What follows belongs to an exercise in optimizing a design on an open flow for small area; a production flow would make more cautious choices. In this exercise RTL edits were held to simulation tests only and were not proved equivalent to the original. Power figures rest on the tool's default switching activity, not on a simulated workload.

$ cat flow/config.mk
export PLATFORM = sky130hd
export DESIGN_NAME = nb_engine
export DESIGN_NICKNAME = nb_engine
export VERILOG_FILES = /design/flow/design.v
export SDC_FILE = /design/flow/constraint.sdc
export NUM_CORES = 4
export LEC_CHECK = 0
export CAP_MARGIN = 20
export CORE_MARGIN = 2
export CORE_UTILIZATION = 40
export SLEW_MARGIN = 20
$ cat flow/constraint.sdc
create_clock -name core_clock -period 8.0 [get_ports {clk}]
set_input_delay 1.6000 -clock core_clock [delete_from_list [all_inputs] [get_ports {clk}]]
set_output_delay 1.6000 -clock core_clock [all_outputs]
set_load 0.01 [all_outputs]
$ cat flow/design.v
module nb_engine (
    input  wire         clk,
    input  wire         rst,
    input  wire         cmd_valid,
    output wire         cmd_ready,
    input  wire [127:0] cmd_desc,
    output wire         busy,
    input  wire         src_valid,
    output wire         src_ready,
    input  wire [31:0]  src_data,
    output wire         dst_valid,
    output wire [31:0]  dst_data,
    input  wire [15:0]  cfg_wait_bound,
    input  wire         cfg_rfin_clk_low,
    output wire         bus_clk,
    output wire         bus_nrd,
    output wire         bus_start,
    output wire         bus_doe,
    output wire [7:0]   bus_dout,
    input  wire [7:0]   bus_din,
    input  wire         bus_nwait,
    output wire         irq_inhibit,
    input  wire [15:0]  owm_in,
    output wire         owm_we,
    output wire [15:0]  owm_wdata,
    output wire [1:0]   status_code,
    output wire [1:0]   status_where,
    output wire [31:0]  status_index,
    output wire [39:0]  status_addr
);
    localparam [15:0] M_BUS = 16'h01FF;
    localparam [7:0] OPC_POKE = 8'h01;
    localparam [7:0] OPC_PEEK = 8'h02;
    localparam [1:0] CODE_OK      = 2'd0;
    localparam [1:0] CODE_TIMEOUT = 2'd1;
    localparam [1:0] CODE_CONTRACT = 2'd2;
    localparam [1:0] WHERE_ADDR  = 2'd0;
    localparam [1:0] WHERE_WDATA = 2'd1;
    localparam [1:0] WHERE_RFIN  = 2'd2;
    localparam [1:0] WHERE_NONE  = 2'd3;
    localparam [5:0]
        S_IDLE    = 6'd0,
        S_END     = 6'd1,
        S_A_NRD   = 6'd2,
        S_A_START = 6'd3,
        S_A_DIR   = 6'd4,
        S_A_WAIT  = 6'd5,
        S_A_CE1   = 6'd6,
        S_A_CE2   = 6'd7,
        S_A_CE3   = 6'd8,
        S_A_DRV   = 6'd9,
        S_A_HI    = 6'd10,
        S_A_LO    = 6'd11,
        S_A_CX1   = 6'd12,
        S_A_CX2   = 6'd13,
        S_W_NRD   = 6'd14,
        S_W_START = 6'd15,
        S_W_DIR   = 6'd16,
        S_W_CE1   = 6'd17,
        S_W_CE2   = 6'd18,
        S_W_CE3   = 6'd19,
        S_W_DRV   = 6'd20,
        S_W_HI    = 6'd21,
        S_W_LO    = 6'd22,
        S_W_CX1   = 6'd23,
        S_W_CX2   = 6'd24,
        S_W_WAIT  = 6'd25,
        S_R_DIR   = 6'd26,
        S_R_NRD   = 6'd27,
        S_R_LO    = 6'd28,
        S_R_HI    = 6'd29,
        S_R_SMP   = 6'd30,
        S_F_CLK   = 6'd31,
        S_F_NRD   = 6'd32,
        S_F_DIR   = 6'd33,
        S_F_WAIT  = 6'd34;
    reg [5:0]  seq;
    reg        busy_r;
    reg        op_peek;        
    reg [39:0] a;              
    reg [31:0] n;              
    reg [31:0] i;              
    reg [31:0] w;              
    reg [2:0]  k;              
    reg [15:0] polls;          
    reg [15:0] owm_saved;
    reg        clk_r, nrd_r, start_r, doe_r;
    reg [7:0]  dout_r;
    reg        irq_r;
    reg        owm_we_r;
    reg [15:0] owm_wdata_r;
    reg        dst_valid_r;
    reg [1:0]  st_code, st_where;
    reg [31:0] st_index;
    reg [39:0] st_addr;
    wire [7:0]  d_opc  = cmd_desc[127:120];
    wire [23:0] d_rsv  = cmd_desc[119:96];
    wire [31:0] d_n    = cmd_desc[95:64];
    wire [39:0] d_addr = cmd_desc[39:0];
    wire        d_ok   = (d_rsv == 24'd0) && (d_opc == OPC_POKE || d_opc == OPC_PEEK);
    wire [39:0] a_inc = a + 40'd1;
    wire [31:0] i_inc = i + 32'd1;
    wire is_wait = (seq == S_A_WAIT) || (seq == S_W_WAIT) || (seq == S_F_WAIT);
    wire [15:0] polls_inc = polls + 16'd1;
    wire timeout = (cfg_wait_bound != 16'd0) && (polls_inc == cfg_wait_bound);
    wire [5:0] rfin_first = cfg_rfin_clk_low ? S_F_CLK : S_F_NRD;
    reg [7:0] a_byte;
    always @(*) begin
        case (k)
            3'd0:    a_byte = a[7:0];
            3'd1:    a_byte = a[15:8];
            3'd2:    a_byte = a[23:16];
            3'd3:    a_byte = a[31:24];
            default: a_byte = a[39:32];
        endcase
    end
    reg [7:0] w_byte;
    always @(*) begin
        case (k[1:0])
            2'd0:    w_byte = w[7:0];
            2'd1:    w_byte = w[15:8];
            2'd2:    w_byte = w[23:16];
            default: w_byte = w[31:24];
        endcase
    end
    assign cmd_ready    = !busy_r;
    assign busy         = busy_r;
    assign src_ready    = (seq == S_W_NRD);
    assign dst_valid    = dst_valid_r;
    assign dst_data     = w;
    assign bus_clk      = clk_r;
    assign bus_nrd      = nrd_r;
    assign bus_start    = start_r;
    assign bus_doe      = doe_r;
    assign bus_dout     = dout_r;
    assign irq_inhibit  = irq_r;
    assign owm_we       = owm_we_r;
    assign owm_wdata    = owm_wdata_r;
    assign status_code  = st_code;
    assign status_where = st_where;
    assign status_index = st_index;
    assign status_addr  = st_addr;
    always @(posedge clk) begin
        if (rst) begin
            seq         <= S_IDLE;
            busy_r      <= 1'b0;
            clk_r       <= 1'b0;
            nrd_r       <= 1'b1;
            start_r     <= 1'b0;
            doe_r       <= 1'b1;
            dout_r      <= 8'd0;
            irq_r       <= 1'b0;
            owm_we_r    <= 1'b0;
            dst_valid_r <= 1'b0;
            st_code     <= CODE_OK;
            st_where    <= WHERE_ADDR;
            st_index    <= 32'd0;
            st_addr     <= 40'd0;
        end else begin
            dst_valid_r <= 1'b0;
            owm_we_r    <= 1'b0;
            if (!is_wait)
                polls <= 16'd0;
            case (seq)
                S_IDLE: begin
                    if (cmd_valid) begin
                        if (d_ok) begin
                            busy_r  <= 1'b1;
                            op_peek <= (d_opc == OPC_PEEK);
                            a       <= d_addr;
                            n       <= d_n;
                            i       <= 32'd0;
                            if (d_opc == OPC_POKE && d_n == 32'd0)
                                seq <= S_END;
                            else
                                seq <= S_A_NRD;
                        end else begin
                            st_code  <= CODE_CONTRACT;
                            st_where <= WHERE_NONE;
                            st_index <= 32'd0;
                            st_addr  <= 40'd0;
                        end
                    end
                end
                S_END: begin
                    busy_r   <= 1'b0;
                    st_code  <= CODE_OK;
                    st_where <= WHERE_ADDR;
                    st_index <= 32'd0;
                    st_addr  <= 40'd0;
                    seq      <= S_IDLE;
                end
                S_A_NRD:   begin nrd_r   <= 1'b1; seq <= S_A_START; end
                S_A_START: begin start_r <= 1'b1; seq <= S_A_DIR;   end
                S_A_DIR:   begin doe_r   <= 1'b1; seq <= S_A_WAIT;  end
                S_A_WAIT: begin
                    if (bus_nwait) begin
                        seq <= S_A_CE1;
                    end else if (timeout) begin
                        st_code  <= CODE_TIMEOUT;
                        st_where <= WHERE_ADDR;
                        st_index <= i;
                        st_addr  <= a;
                        busy_r   <= 1'b0;
                        seq      <= S_IDLE;
                    end else begin
                        polls <= polls_inc;
                    end
                end
                S_A_CE1: begin irq_r <= 1'b1; seq <= S_A_CE2; end
                S_A_CE2: begin owm_saved <= owm_in; seq <= S_A_CE3; end
                S_A_CE3: begin
                    owm_we_r    <= 1'b1;
                    owm_wdata_r <= M_BUS;
                    k           <= 3'd0;
                    seq         <= S_A_DRV;
                end
                S_A_DRV: begin
                    dout_r  <= a_byte;
                    start_r <= (k == 3'd0);
                    seq     <= S_A_HI;
                end
                S_A_HI: begin clk_r <= 1'b1; seq <= S_A_LO; end
                S_A_LO: begin
                    clk_r <= 1'b0;
                    if (k == 3'd4) begin
                        seq <= S_A_CX1;
                    end else begin
                        k   <= k + 3'd1;
                        seq <= S_A_DRV;
                    end
                end
                S_A_CX1: begin
                    owm_we_r    <= 1'b1;
                    owm_wdata_r <= owm_saved;
                    seq         <= S_A_CX2;
                end
                S_A_CX2: begin
                    irq_r <= 1'b0;
                    if (!op_peek)
                        seq <= S_W_NRD;
                    else if (i < n)
                        seq <= S_R_DIR;
                    else
                        seq <= rfin_first;
                end
                S_W_NRD: begin
                    if (src_valid) begin
                        w     <= src_data;
                        nrd_r <= 1'b1;
                        seq   <= S_W_START;
                    end
                end
                S_W_START: begin start_r <= 1'b0; seq <= S_W_DIR; end
                S_W_DIR:   begin doe_r   <= 1'b1; seq <= S_W_CE1; end
                S_W_CE1:   begin irq_r   <= 1'b1; seq <= S_W_CE2; end
                S_W_CE2:   begin owm_saved <= owm_in; seq <= S_W_CE3; end
                S_W_CE3: begin
                    owm_we_r    <= 1'b1;
                    owm_wdata_r <= M_BUS;
                    k           <= 3'd0;
                    seq         <= S_W_DRV;
                end
                S_W_DRV: begin
                    dout_r  <= w_byte;
                    start_r <= 1'b0;
                    seq     <= S_W_HI;
                end
                S_W_HI: begin clk_r <= 1'b1; seq <= S_W_LO; end
                S_W_LO: begin
                    clk_r <= 1'b0;
                    if (k == 3'd3) begin
                        seq <= S_W_CX1;
                    end else begin
                        k   <= k + 3'd1;
                        seq <= S_W_DRV;
                    end
                end
                S_W_CX1: begin
                    owm_we_r    <= 1'b1;
                    owm_wdata_r <= owm_saved;
                    seq         <= S_W_CX2;
                end
                S_W_CX2: begin irq_r <= 1'b0; seq <= S_W_WAIT; end
                S_W_WAIT: begin
                    if (bus_nwait) begin
                        a <= a_inc;
                        i <= i_inc;
                        if (i_inc < n)
                            seq <= (a_inc[7:0] == 8'd0) ? S_A_NRD : S_W_NRD;
                        else
                            seq <= S_END;
                    end else if (timeout) begin
                        st_code  <= CODE_TIMEOUT;
                        st_where <= WHERE_WDATA;
                        st_index <= i;
                        st_addr  <= a;
                        busy_r   <= 1'b0;
                        seq      <= S_IDLE;
                    end else begin
                        polls <= polls_inc;
                    end
                end
                S_R_DIR: begin doe_r <= 1'b0; seq <= S_R_NRD; end
                S_R_NRD: begin nrd_r <= 1'b0; k <= 3'd0; seq <= S_R_LO; end
                S_R_LO:  begin clk_r <= 1'b0; seq <= S_R_HI; end
                S_R_HI:  begin clk_r <= 1'b1; seq <= S_R_SMP; end
                S_R_SMP: begin
                    case (k[1:0])
                        2'd0:    w[7:0]   <= bus_din;
                        2'd1:    w[15:8]  <= bus_din;
                        2'd2:    w[23:16] <= bus_din;
                        default: w[31:24] <= bus_din;
                    endcase
                    if (k == 3'd3) begin
                        dst_valid_r <= 1'b1;
                        a <= a_inc;
                        i <= i_inc;
                        if (i_inc < n && a_inc[7:0] != 8'd0)
                            seq <= S_R_DIR;
                        else
                            seq <= rfin_first;
                    end else begin
                        k   <= k + 3'd1;
                        seq <= S_R_LO;
                    end
                end
                S_F_CLK: begin clk_r <= 1'b0; seq <= S_F_NRD; end
                S_F_NRD: begin nrd_r <= 1'b1; seq <= S_F_DIR; end
                S_F_DIR: begin doe_r <= 1'b1; seq <= S_F_WAIT; end
                S_F_WAIT: begin
                    if (bus_nwait) begin
                        seq <= (i < n) ? S_A_NRD : S_END;
                    end else if (timeout) begin
                        st_code  <= CODE_TIMEOUT;
                        st_where <= WHERE_RFIN;
                        st_index <= i;
                        st_addr  <= a;
                        busy_r   <= 1'b0;
                        seq      <= S_IDLE;
                    end else begin
                        polls <= polls_inc;
                    end
                end
                default: seq <= S_IDLE;
            endcase
        end
    end
endmodule
$ cat flow/run.sh
#!/bin/bash
# synth_recipe.tcl (not shown) runs the flow's synth.tcl, then flattens the netlist and writes it again
# the make line also repeats each setting of config.mk as NAME=value (left out here)
make -C /OpenROAD-flow-scripts/flow DESIGN_CONFIG=/design/flow/config.mk WORK_HOME=/design/flow/orfs CLKGATE_MAP_FILE= SYNTH_SCRIPT=/design/flow/synth_recipe.tcl finish
==> flow_metrics.tcl <==
set metrics [dict create \
    routabilityCongestion 0.901 \
    path_clk_slew_ps 60 \
    number_of_buffers_between_clock_root_and_the_deepest_sink 3 \
    antenna_violations_before_repair 1 \
    dieHeight_um 200 \
    timing.final.crit_share_pct 59.6 \
    htree_num_levels 1 \
    critical_path_buf_inv_count 0 \
    insertion_delay_ps 580 \
    tritoncts_clock_tree "yes" \
    post_synth_main_area_contributors "edfxtp_1, dfxtp_1, nand2_1" \
    worst_clock_skew_ps 16.2 \
    dieArea_um2 39900 \
    synthesis.area_per_instance_um2 9.43 \
    ios 348 \
    port_buffers 323 \
    initial_utilization_pct 40.7 \
    post-synth-top-count-cell "nand2_1" \
    post_route_cells_drive_above_1_share_pct 4.66 \
    die_width_um 200 \
    synthesis.area_um2 15300 \
    layout_setup_ws_ps 3230 \
    timing.max_cap.violations 0 \
    p_leak_nw 7.13 \
    period_needed_ps 4770 \
    cts_repair_resized_insts 0 \
    status "no timing/DRC/antenna violations" \
    placed_area_um2 19000 \
    critical_path_peak_fanout 7 \
    ctsHoldBuffers 0 \
    synth_enable_flop_cells 188 \
    synth_largest_type_area_fraction_pct 36.8 \
    worstPathRequired_ps 8490 \
    maxClockFrequency_ghz 0.210 \
    clkSinkCount 286 \
    utilization_pct 53.1 \
    maximum_number_of_pins_on_one_net_before_global_route_repair 75 \
    postCtsSetupBuffers 0 \
    postLayoutCellArea_um2 20000 \
    grt.overflow.total 0 \
    min_path_type "reg -> reg" \
    grt.total_usage_pct 23.4 \
    average_detailed_routed_wire_length_per_instance_um 19.4 \
    synth_cells 1626 \
    synth_async_sr_flop_share_pct 0 \
    critical_path.max_stage_delay_ps 670 \
    start_kind "flop" \
    grt_setup_unrepaired "no" \
    dpl_worst_slack_ps 2680 \
    worst-setup-path-type "reg -> reg" \
    synthToLayoutAreaGrowth_pct 30.5 \
    finalMaxSlewViolations 0 \
    setup_viol 0 \
    netlist-cell-type-count 69 \
    synth_ff_type "edfxtp_1" \
    grt_first_pass_wirelength_um 72900 \
    tns_ps 0 \
    floorplan_core_area_um2 37700 \
    vdd.ir_drop.worst_mv 0.167 \
    report.final.hold_viol_count 0 \
    cp-end-kind "flop" \
    antenna_cells 0 \
    routed_via_density 5.50 \
    route.final.wire_length_um 47300 \
    crit_family "simple AND/OR/NAND/NOR gates" \
    holdWs_ps 449 \
    synth_top_cells_by_count "nand2_1, edfxtp_1, nand3_1, a21oi_1" \
    slew_headroom_pct 27.6 \
    yosys_register_bits 286 \
    power-per-cell-area_nw_per_um2 159 \
    drt.antenna.violating_nets 0 \
    synth.yosys.seq_area_share_pct 49.6 \
    synth_nets 1902 \
    tightestPinTransition_ps 1090 \
    cp_cell_sequence "ha_1, nand4_1, nor4_1, nand4_1, nor2_1, nand2_1, xnor2_1, ha_1, nand4_1, a211oi_1, o21ai_0, a31oi_1, a211o_1, nor2_1, or3_1, a31oi_1" \
    num_vias 13400 \
    numCtsBuffers 31 \
    core.rowCount 71 \
    post_route_drc_violation_count 0 \
    hpwl_after_dpl_um 35200 \
    post-synth-top-area-cell "edfxtp_1" \
    slowest_stage_cell_on_the_critical_path "nor4_1" \
    nNetsFinal 2181 \
    cts.root.buffer_cell "clkbuf_16" \
    via_count_of_the_first_global_routing_pass 13000 \
    cpMostUsedCell "nand4_1" \
    synth_warnings 1 \
    cp_data_arrival_time_ps 5260 \
    drt_first_iter_violations 1026 \
    first_pass_iters 6 \
]
==> layer usage <==
layer | GRT usage, % | vias to the layer above | share of wire [%]
met4 | 5.43 | 2 | 2.3
met5 | 0 | - | 0.027
met3 | 6.10 | 67 | 8.2
li1 | - | 6440 | -
met2 | 36.7 | 461 | 44
met1 | 32.6 | 6462 | 45
==> placed cells by master, fill, tap and decap left out, types with 10 or more instances in the layout <==
master           instances
a21oi_1                107
a221oi_1                11
a222oi_1                16
a31oi_1                 13
and2_1                  45
and3_1                  12
and4_1                  10
buf_4                   15
clkbuf_16               31
clkdlybuf4s50_1        322
dfxtp_1                 98
edfxtp_1               188
ha_1                    70
inv_1                   56
nand2_1                283
nand3_1                124
nand4_1                 28
nor2_1                  96
nor3_1                  20
nor4_1                  29
o211ai_1                15
o21ai_0                 80
or3_1                   13
xnor2_1                 52
xor2_1                  56
==> logic make-up (layout without fill, tap and decap cells) <==
family / count (synthesis) / after routing / share of synthesized area (%)
AND/OR/NAND/NOR: 707 / 707 / 22.1
AO/OA/AOI/OAI: 306 / 306 / 12.5
flip-flops: 286 / 286 / 49.6
buffers and inverters: 147 / 451 / 3.81
XOR/XNOR: 108 / 108 / 6.17
adder cells (fa/ha/maj): 70 / 70 / 5.71
multiplexers: 2 / 2 / 0.131
==> through the flow <==
step | cells | total power, mW
final | 2441 | 3.19
after global routing | 2441 | 3.29
after CTS | 2441 | 3.22
after detailed placement | 2383 | 1.79
after global placement | 2383 | 1.78
after floorplan | 1626 | 1.67
==> where the power goes <==
group | internal (mW) | switching (mW)
Combinational | 0.102 | 0.0753
Sequential | 1.57 | 0.00538
Clock | 0.836 | 0.596
Total | 2.51 | 0.677
==> registers in the layout, summed over array words and instances (netlist names), 3 cells and up <==
register,cells
owm_saved,16
n,32
owm_wdata_r,16
dout_r,8
w,32
i,32
st_addr,40
a,40
polls,16
seq,6
k,3
st_index,32
==> final cells by class <==
type,instances,area (µm²)
fillers,3607,17700
repair buffers,337,3340
inverters,56,210
clock buffers,42,847
clock inverters,16,161
well taps,511,639
flip-flops and latches,286,7610
multi-input cells,1193,7210
==> worst reg2reg max path, stage by stage, from the launching register on <==
cell      delay (ps)
edfxtp_1         510
ha_1             330
nand4_1          400
nor4_1           670
nand4_1          270
nor2_1           230
nand2_1           90
xnor2_1          160
ha_1             320
nand4_1          140
a211oi_1         220
o21ai_0          160
a31oi_1          230
a211o_1          270
nor2_1           160
or3_1            400
a31oi_1          140
==> final timing paths <==
path	from	to	slack, ps	cells after the start
max	i[0]$_SDFFCE_PP0P_	seq[5]$_SDFFE_PP0P_	3230	16
min	st_index[24]$_SDFFE_PP0P_	st_index[24]$_SDFFE_PP0P_	450	2
max reg2reg	i[0]$_SDFFCE_PP0P_	seq[5]$_SDFFE_PP0P_	3230	16
min reg2reg	st_index[24]$_SDFFE_PP0P_	st_index[24]$_SDFFE_PP0P_	450	2

## static timing again, ports no longer ideal
How much do the figures lean on ideal ports? The routed layout below was timed once more, with nothing changed but the port constraints. Step 1 sets driving cells, clkbuf_16 on the clock port and buf_2 on the other inputs (assumed; they add their load-dependent delay and slew). Step 2 adds t to the input delays and takes it off the output delays; t is the mean of the earliest and latest rising clock arrival at the registers after step 1. Input paths then give back, and output paths get back, about the clock's delay inside the block. a / b / c = ideal / step 1 / step 2; a / b = the first two.
t (ns): 0.627
setup slack, ns: 3.233 / 3.233 / 2.946
worst hold slack (ns): 0.449 / 0.449 / 0.449
worst setup path at the end: input to register
pins driven straight from the clock port: 1
After both steps this run still meets setup and hold. For this run, drivers alone change the setup slack by 0.000 ns; drivers and shift together by -0.287 ns.
